This is an optimization exercise on Yosys and OpenROAD, whose aim is small area, a short achievable clock period and few clock cycles, not a production implementation. Only simulation tests tie the RTL to the original design; equivalence was not proved.

$ cat flow/config.mk
export PLATFORM = sky130hd
export DESIGN_NAME = cvr_seed
export DESIGN_NICKNAME = cvr_seed
export VERILOG_FILES = /design/flow/design.v
export SDC_FILE = /design/flow/constraint.sdc
export NUM_CORES = 4
export LEC_CHECK = 0
export CAP_MARGIN = 20
export CORE_MARGIN = 2
export CORE_UTILIZATION = 30
export SLEW_MARGIN = 20
$ cat flow/constraint.sdc
create_clock -name core_clock -period 20.0 [get_ports {clk}]
set_input_delay 4.0000 -clock core_clock [delete_from_list [all_inputs] [get_ports {clk}]]
set_output_delay 4.0000 -clock core_clock [all_outputs]
set_load 0.01 [all_outputs]
$ cat flow/design.v
module cvr_seed (
    input  wire         clk,
    input  wire         rst,        
    input  wire         start,      
    input  wire [3:0]   key_len,    
    input  wire [63:0]  key,        
    output wire         busy,
    output reg          t_valid,    
    output reg  [3:0]   t_idx,      
    output wire [143:0] t_val,      
    output wire         ovf         
);
    localparam [1:0] S_IDLE = 2'd0,
                     S_SQ   = 2'd1,
                     S_FOLD = 2'd2;
    reg [1:0]    state;
    reg [127:0]  x;         
    reg [128:0]  tp;        
    reg [127:0]  lo;        
    reg [128:0]  acc;       
    reg [3:0]    j;         
    assign busy  = (state != S_IDLE);
    assign t_val = {15'd0, tp};
    assign ovf   = 1'b0;
    integer k;
    reg [63:0] key_mask;
    always @(*) begin
        for (k = 0; k < 8; k = k + 1)
            key_mask[8*k +: 8] = (k < key_len) ? 8'hff : 8'h00;
    end
    reg [4:0] sig_len;
    always @(*) begin
        sig_len = 5'd0;
        for (k = 0; k < 16; k = k + 1)
            if (x[8*k +: 8] != 8'd0)
                sig_len = k[4:0] + 5'd1;
    end
    wire [7:0]   xd   = x[8*j +: 8];
    wire [136:0] row  = {8'd0, acc} + x * xd;
    wire         last = ({1'b0, j} + 5'd1 >= sig_len);
    wire [128:0] fold = {1'b0, lo} + acc;
    wire [129:0] nxt  = {1'b0, tp} + {1'b0, fold};
    always @(posedge clk) begin
        if (rst) begin
            state   <= S_IDLE;
            t_valid <= 1'b0;
        end else begin
            t_valid <= 1'b0;
            case (state)
                S_IDLE: begin
                    if (start) begin
                        x     <= {64'd0, key & key_mask};
                        tp    <= {65'd0, key & key_mask};
                        lo    <= 128'd0;
                        acc   <= 129'd0;
                        j     <= 4'd0;
                        t_idx <= 4'd0;
                        state <= S_SQ;
                    end
                end
                S_SQ: begin
                    acc <= row[136:8];
                    for (k = 0; k < 16; k = k + 1)
                        if (j == k) lo[8*k +: 8] <= row[7:0];
                    j <= j + 4'd1;
                    if (last) state <= S_FOLD;
                end
                S_FOLD: begin
                    tp      <= fold;
                    x       <= nxt[127:0];
                    lo      <= 128'd0;
                    acc     <= 129'd0;
                    j       <= 4'd0;
                    t_valid <= 1'b1;
                    t_idx   <= t_idx + 4'd1;
                    state   <= (t_idx == 4'd8) ? S_IDLE : S_SQ;
                end
                default: state <= S_IDLE;
            endcase
        end
    end
endmodule
$ cat flow/run.sh
#!/bin/bash
# synth_recipe.tcl (not shown) runs the flow's synth.tcl, then flattens the netlist and writes it again
# the make line also repeats each setting of config.mk as NAME=value (left out here)
make -C /OpenROAD-flow-scripts/flow DESIGN_CONFIG=/design/flow/config.mk WORK_HOME=/design/flow/orfs CLKGATE_MAP_FILE= SYNTH_SCRIPT=/design/flow/synth_recipe.tcl finish
==> summary.txt <==
Status
The flow ran to the end and the layout has no timing, DRC or antenna violations.

Clock network
The maximum root-to-sink buffer count is 3. The cts-stage hold buffer count is 0. Clock-pin slew was measured on the worst setup and hold paths at 0.07 ns. TritonCTS built the clock tree. Once the clock tree was built, the resizer swapped 0 gates to a different size. The clock insertion delay at the later pin of the skew report is 0.73 ns.

The clock net in this run drives a total of 525 sinks. The setup fix buffers added after clock tree synthesis is 0. The H-tree was split into 3 levels.

Clock tree synthesis selected as its root buffer the cell sky130_fd_sc_hd__clkbuf_16. The number of clock buffers inserted by TritonCTS is 73.

Hold path
The tightest min-delay check is of the flop to flop type.

Die
From left edge to right edge, the die measures 498 µm. The area of the die is 0.248 mm². For this design the top-level I/O count stands at 222. The initialized floorplan defines 181 standard-cell rows.

The core area is 0.243 mm². From bottom edge to top edge, the die measures 498 µm. Once the floorplan was initialized, standard cells occupied 30.1% of the core.

Job
The number of violations of the max-capacitance limit is 0.

Timing
The worst path uses 48.9% of the clock period. The actual transition at the worst max-transition pin is 1.29 ns. The worst path meets setup with 10.23 ns of slack. For the finished layout, the period the worst path requires is 9.77 ns.

The count of final hold-check violations was 0. The number of failing setup endpoints in the final timing report is 0. Clock skew on the completed layout was measured at 0.0459 ns. The max-slew violation count is 0. Derived from the worst setup path, the maximum achievable clock frequency is 102 MHz. Headroom to the max-slew limit came out at 12.7%. Adding up every negative setup slack in the final design gives 0 ns. Setup repair after global routing left no endpoint under its margin.

Placement
The placement-stage cell area is 0.0785 mm². The count of buffers inserted at the top-level ports is 205. The worst slack at placement is 10.18 ns. The number of instances in the placed design is 11300.

The final weighted congestion of routability-driven global placement is 0.994. The placed wire-length estimate after detailed placement is 221000 µm.

Routing
The detailed-routing iteration count for the pre-antenna-repair pass is 6. The residual DRC count is 0. The ratio of routed vias to standard cells is 5.35. In the final routed layout, each cell accounts on average for 24.0 µm. For this block, the initial DRC count from the detailed router was 5420.

The number of routed nets with antenna violations is 0. The total wire length after detailed routing is 276000 µm. The final route contains 61400 vias.

Critical path
STA classifies the critical path endpoint as a flop. Along the worst path, the maximum fanout reaches 40. The class of the most critical setup path is flop to flop. STA classifies the critical path startpoint as a flop.

The required arrival time at the worst endpoint is 20.48 ns. For the worst setup path, the data arrival time is 10.25 ns.

GRT
The via count of the first global-routing pass is 63400. The total overflow left after global routing is 0. The first global-routing pass estimated 411000 µm of wire. The total global routing track utilization is 22.0%. The number of antenna violations at the first check in global routing is 19. Entering global routing, the biggest net connects 97 pins.

Layout
The area added between synthesis and finish is 10.7%. Leaving out filler cells and counting taps, the final layout contains 11500. The fraction of layout instances using a drive strength above 1 is 4.09%. In the final design database the tool counted 9598 nets. The layout has 25300 filler cells. The final instance area is 0.0809 mm².

Synthesis
Averaged over all synthesized cells, the footprint is 8.88 µm². The count of flip-flops with a built-in enable after synthesis is 522. Among all flip-flop cells after synthesis, the most frequent one is sky130_fd_sc_hd__edfxtp_1.

Of all flip-flops after synthesis, the portion carrying an async set or reset was 0%. The number of distinct library cell variants in the gate-level netlist after synthesis is 96. The mapped netlist covers 0.0731 mm². Counting every instance in the synthesized netlist gives 8238. For this run, the number of Yosys warnings is 1.

For this run, the register share of the synthesized area comes to 21.5%. The synthesis-stage register bit count is 525.
cells in the final DEF, fill, tap and decap left out, types with 16 or more instances in the layout:
master and count:
sky130_fd_sc_hd__fa_1 887, sky130_fd_sc_hd__a211oi_1 25, sky130_fd_sc_hd__conb_1 16, sky130_fd_sc_hd__nor2b_1 32
sky130_fd_sc_hd__o21bai_1 130, sky130_fd_sc_hd__inv_1 1174, sky130_fd_sc_hd__xor2_1 138, sky130_fd_sc_hd__and2_1 826
sky130_fd_sc_hd__xnor2_1 233, sky130_fd_sc_hd__a22o_1 16, sky130_fd_sc_hd__or4_1 23, sky130_fd_sc_hd__buf_4 102
sky130_fd_sc_hd__nand3_1 54, sky130_fd_sc_hd__nor2_1 477, sky130_fd_sc_hd__clkdlybuf4s50_1 205, sky130_fd_sc_hd__a21o_1 233
sky130_fd_sc_hd__a21oi_1 573, sky130_fd_sc_hd__nand4_1 199, sky130_fd_sc_hd__o211ai_1 20, sky130_fd_sc_hd__o21ai_0 378
sky130_fd_sc_hd__a21boi_0 25, sky130_fd_sc_hd__nand2b_1 42, sky130_fd_sc_hd__a31oi_1 47, sky130_fd_sc_hd__o21a_1 43
sky130_fd_sc_hd__mux4_2 38, sky130_fd_sc_hd__nor4_1 41, sky130_fd_sc_hd__or2_2 16, sky130_fd_sc_hd__nand2_1 837
sky130_fd_sc_hd__and3_1 17, sky130_fd_sc_hd__ha_1 427, sky130_fd_sc_hd__or3_1 16, sky130_fd_sc_hd__o31ai_1 17
sky130_fd_sc_hd__edfxtp_1 522, sky130_fd_sc_hd__clkbuf_16 74, sky130_fd_sc_hd__nor3_1 78
kinds of logic (layout without fill, tap and decap cells):
logic type               count (synthesis)  count (layout)  synth area share [%]
AND/OR/NAND/NOR                       2709            2709                  18.6
AO/OA/AOI/OAI                         1666            1666                  14.1
buffers and inverters                 1600            1618                  8.32
adder cells (fa/ha/maj)               1314            1314                  31.6
flip-flops                             525             525                  21.5
XOR/XNOR                               371             371                  4.44
multiplexers                            52              52                  1.40
other                                    1              22               0.00513
path summary, 6_finish.rpt:
kind | startpoint | to | slack, ns | cells after the start
min | t_idx[3] | t_idx[3] | 0.66 | 2
max | j[0] | acc[113] | 10.23 | 22
min reg2reg | t_idx[3] | t_idx[3] | 0.66 | 2
max reg2reg | j[0] | acc[113] | 10.23 | 22
through the flow:
step	hold slack (ns)	util [%]
final	0.658	33.3
after global routing	0.729	33.3
after CTS	0.662	33.3
after detailed placement	0.644	32.3
after global placement	0.646	32.3
after floorplan	0.627	-
state kept, by name, indices dropped and copies added, names as in the netlist:
name     flops
x          128
acc        129
j            4
state        2
t_valid      1
t_idx        4
tp         129
lo         128
cell usage after synthesis (23+ instances only):
cell type                     n  share of area [%]
sky130_fd_sc_hd__inv_1     1175                6.0
sky130_fd_sc_hd__nand2_1    837                4.3
sky130_fd_sc_hd__or4_1       23               0.24
sky130_fd_sc_hd__a21oi_1    573                3.9
sky130_fd_sc_hd__o21bai_1   130                1.3
sky130_fd_sc_hd__nor4_1      43               0.37
sky130_fd_sc_hd__a211oi_1    26               0.27
sky130_fd_sc_hd__nor3_1      79               0.54
sky130_fd_sc_hd__a31oi_1     47               0.40
sky130_fd_sc_hd__nor2_1     483                2.5
sky130_fd_sc_hd__o21a_1      43               0.44
sky130_fd_sc_hd__and2_1     831                7.1
sky130_fd_sc_hd__mux4_2      40                1.2
sky130_fd_sc_hd__o21ai_0    379                2.6
sky130_fd_sc_hd__edfxtp_1   522                 21
sky130_fd_sc_hd__nand4_1    199                1.7
sky130_fd_sc_hd__fa_1       887                 24
sky130_fd_sc_hd__a21o_1     233                2.4
sky130_fd_sc_hd__nor2b_1     33               0.28
sky130_fd_sc_hd__xnor2_1    233                2.8
sky130_fd_sc_hd__ha_1       427                7.3
sky130_fd_sc_hd__xor2_1     138                1.7
sky130_fd_sc_hd__a21boi_0    25               0.26
sky130_fd_sc_hd__nand3_1     54               0.37
sky130_fd_sc_hd__nand2b_1    44               0.38
sky130_fd_sc_hd__clkbuf_1   383                2.0
per-layer routing:
layer,vias to the layer above,global-route usage (%),routed length [µm]
li1,27200,-,-
met1,31100,30.2,120000
met2,2604,34.2,122000
met3,519,4.01,21700
met4,12,8.43,11600
met5,-,0.424,218
worst max-delay path, cell delays in order, from the launching register on:
cell,delay (ns)
sky130_fd_sc_hd__edfxtp_1,0.32
sky130_fd_sc_hd__buf_4,0.52
sky130_fd_sc_hd__mux4_2,0.65
sky130_fd_sc_hd__mux4_2,0.94
sky130_fd_sc_hd__and2_1,0.37
sky130_fd_sc_hd__fa_1,0.51
sky130_fd_sc_hd__fa_1,0.53
sky130_fd_sc_hd__fa_1,0.50
sky130_fd_sc_hd__inv_1,0.05
sky130_fd_sc_hd__fa_1,0.48
sky130_fd_sc_hd__inv_1,0.05
sky130_fd_sc_hd__ha_1,0.42
sky130_fd_sc_hd__nand4_1,0.22
sky130_fd_sc_hd__nor4_1,0.37
sky130_fd_sc_hd__o2111ai_1,0.24
sky130_fd_sc_hd__a2111oi_1,0.90
sky130_fd_sc_hd__o21ai_0,0.49
sky130_fd_sc_hd__a211oi_1,0.60
sky130_fd_sc_hd__nor2_1,0.19
sky130_fd_sc_hd__o211ai_1,0.63
sky130_fd_sc_hd__a21oi_1,0.22
sky130_fd_sc_hd__o21ai_1,0.21
sky130_fd_sc_hd__mux2i_1,0.09
layout make-up:
cell class	instances	area (µm²)	area share, %
Clock buffer	82	1880	2.33
Clock inverter	51	567	0.700
Tap cell	3202	4010	4.95
Multi-Input combinational cell	6128	51500	63.6
Timing Repair Buffer	310	2850	3.52
Antenna cell	6	15.0	0.0186
Inverter	1175	4410	5.45
Sequential cell	525	15700	19.4
Testbench counts, summed over its fixed seeds: cycles 79,136.

## re-timing with driven ports
The results above use ideal ports. As a check the final layout listed here was re-extracted and re-timed, cells and wires unchanged.
Step 1, drivers: a clkbuf_16 drives clk and a buf_2 each remaining input, both assumed.
Step 2 moves the port delays by t, midway between the first and last clock arrival at a register: inputs arrive t later, outputs are due t later. That takes back most of the time a late clock gives input paths.
a / b / c = ideal / step 1 / step 2; a / b = the first two.
t, ns: 0.792
slack for setup (ns): 10.226 / 10.226 / 10.226
pins driven straight from the clock port: 1
After both steps setup and hold are still met in this run. The setup slack of this run moves by 0.000 ns with the drivers and by 0.000 ns with both steps.
